Background: an optimization exercise with open tools, aiming at small area, a short achievable clock period and few clock cycles per item. Do not read the settings as production practice.
Function was checked by simulation only, so behaviour that the tests miss may differ from the original.
Power is estimated from default activity; no workload was simulated.

## job 5640
// pixel_packer
module pixel_packer #(
    parameter OUTBUF_BYTES = 128
) (
    input  wire        clk,
    input  wire        rst,           
    input  wire        req_valid,
    output wire        req_ready,
    input  wire        req_sp,        
    input  wire        req_we,        
    input  wire [29:0] req_addr,
    input  wire [31:0] req_wdata,
    output reg         resp_valid,
    output reg  [31:0] resp_rdata,
    output wire        irq
);
Size in the first run: roughly 4300 cells after synthesis, ~1500 flip-flops, about 100 I/O pins, about 58000 sq um of cells after synthesis.
Settings: LEC_CHECK=0, ABC_CLOCK_PERIOD_IN_PS=3000, CAP_MARGIN=20, CORE_MARGIN=2, CORE_UTILIZATION=60, CTS_CLUSTER_DIAMETER=80, CTS_CLUSTER_SIZE=20, SLEW_MARGIN=20; clock period 12.0 ns.
standard.sh (not shown) runs the stock make flow with config.mk's settings and CLKGATE_MAP_FILE= SYNTH_SCRIPT=/design/flow/synth_recipe.tcl, a recipe that flattens the netlist after the stock synthesis.
==> flow/flow/run.sh <==
#!/bin/bash
# The standard layout (the standard.sh: ORFS synthesis to finish), with
# two changes to how it is made:
# - repair_timing is asked for extra setup slack at the design's 12 ns
#   clock, so that the resizer keeps working on paths well below the period;
# - every input and output port still gets its buffer from buffer_ports, but
#   a buf_2 rather than the small delay cell it picks by default.
set -e
export SETUP_SLACK_MARGIN=8.5
export BUFFER_PORTS_ARGS="-buffer_cell sky130_fd_sc_hd__buf_2"
bash standard.sh > standard.log 2>&1
Testbench counts of job 5640, summed over its fixed seeds: cycles 22,305, pixels 14,924.
What job 2648 does differently from job 5640 at the input level:
--- a/flow/design.v
+++ b/flow/design.v
@@ -216,38 +216,34 @@
     reg  [11:0] prod_q;
     reg         z_q, b_q, m1_q;
     always @(posedge clk) begin
         prod_q <= g_s * g_l;
         z_q    <= g_zero;
         b_q    <= g_big;
         m1_q   <= g_m1;
     end
     wire       cap_ok_q = z_q || (!b_q && (prod_q <= (m1_q ? 12'd64 : 12'd128)));
     wire [7:0] pbytes_q = z_q ? 8'd0 : prod_q[7:0];
     wire [3:0] cur_n   = m0 ? 4'd7 : 4'd3;
     wire       align_ok = m1 ? (width[2:0] == 3'd0) : !width[0];
-    reg  st_pend, cfg_chg, cfg_chg2, hold2;
-    wire whm    = w_mode || w_width || w_height;
-    wire fresh  = !cfg_chg && !cfg_chg2;
-    wire st_run = (start || st_pend) && fresh;
+    reg st_p2, st_wait, cfg_chg;
+    wire st_run = st_p2;
     reg rst_q;    
     always @(posedge clk) begin
         rst_q <= rst;
         if (rst) begin
             ready_q <= 1'b1;
-            hold2   <= 1'b0;
             a_v     <= 1'b0;
         end else begin
-            ready_q <= !(fire && start_like && (whm || cfg_chg)) && !hold2;
-            hold2   <= fire && start_like && whm;
+            ready_q <= !(fire && start_like) && !(start && cfg_chg);
             a_v     <= fire;
         end
     end
     reg        w_en;
     reg  [5:0] w_slot;
     reg  [13:0] w_d;
     reg  [5:0] prev6;
     wire [5:0] byte6 = {acc0_next[6:4], acc0_next[2:0]};
     always @(posedge clk) begin
         w_en   <= pix_ok && last_in_byte && (m1 || fw[0]);
         w_slot <= m1 ? fw[5:0] : fw[6:1];
         w_d    <= m1 ? {acc1_next[7], acc0_next[7], acc1_next[6], acc0_next[6],
@@ -282,32 +278,32 @@
             err_kind   <= 2'd0;
             err_detail <= 3'd0;
             mode       <= 2'd0;
             width      <= 16'd0;
             height     <= 16'd0;
             planes_v   <= 1'b0;
             pal_len    <= 8'd0;
             inten      <= 2'd0;
             pos_x      <= 10'd0;
             pos_y      <= 16'd0;
             acc0       <= 8'd0;
             acc1       <= 8'd0;
-            st_pend    <= 1'b0;
+            st_p2      <= 1'b0;
+            st_wait    <= 1'b0;
             cfg_chg    <= 1'b0;
-            cfg_chg2   <= 1'b0;
             pal_v      <= 8'd0;
         end else begin
-            st_pend  <= (start || st_pend) && !fresh;
-            cfg_chg  <= whm;
-            cfg_chg2 <= cfg_chg;
+            st_p2   <= (start && !cfg_chg) || st_wait;
+            st_wait <= start && cfg_chg;
+            cfg_chg <= !busy && (w_mode || w_width || w_height);
             if (st_run) begin
                 dropped <= 1'b0;
                 pos_x   <= 10'd0;
                 pos_y   <= 16'd0;
                 acc0    <= 8'd0;
                 acc1    <= 8'd0;
                 if (pal_len != {4'd0, cur_n}) begin
                     state <= ST_ERROR; err_kind <= 2'd1; err_detail <= 3'd0;
                 end else if (!align_ok) begin
                     state <= ST_ERROR; err_kind <= 2'd2; err_detail <= 3'd1;
                 end else if (!cap_ok_q) begin
                     state <= ST_ERROR; err_kind <= 2'd2; err_detail <= 3'd2;
### Flow results
From job 5640 to job 2648 the numbers moved as follows: area enclosed by the die boundary rose 0.73%; power fell 0.71%; HPWL after detailed placement fell about 1.3%.
Sort job 2648 and job 5640 by mean post-synth cell area, descending, and job 5640 comes first.
Delta (job 2648 minus job 5640): share of power burned in the clock network fell by 0.4 points; met1 capacity usage during global routing decreased 1.7 points.
Re critical path depth: job 2648 is 2 down on job 5640.
Comparing job 2648 with job 5640, the register bit count reported by yosys came out essentially unchanged.
Testbench counts of job 2648, summed over its fixed seeds: cycles 22,353, pixels 14,924.

static timing again, ports no longer ideal:
How much do the figures lean on ideal ports? The routed layouts below were timed once more, with nothing changed but the port constraints. Step 1, drivers: a clkbuf_16 drives clk and a buf_2 each remaining input, both assumed. Step 2, shift: input delay + t, output delay - t, t = (earliest + latest rising clock arrival at the registers) / 2. This alone moves slack from input paths to output paths. a / b / c = ideal ports / drivers / drivers and shift; a / b = the first two.
| run | t (ns) | slack for setup (ns) | worst hold slack (ns) | slew at the worst register clock pin (ns) | worst data-port slew with drivers (ns) |
|---|---|---|---|---|---|
| job 5640 | 0.791 | 8.248 / 8.248 / 7.878 | 0.330 / 0.330 / 0.330 | 0.09 / 0.09 | 0.06 |
| job 2648 | 0.774 | 8.279 / 8.279 / 7.823 | 0.324 / 0.324 / 0.324 | 0.10 / 0.10 | 0.10 |
After both steps setup and hold are still met in every run listed. The setup slack of job 2648, which loses most, moves by 0.000 ns with the drivers and by -0.456 ns with both steps.
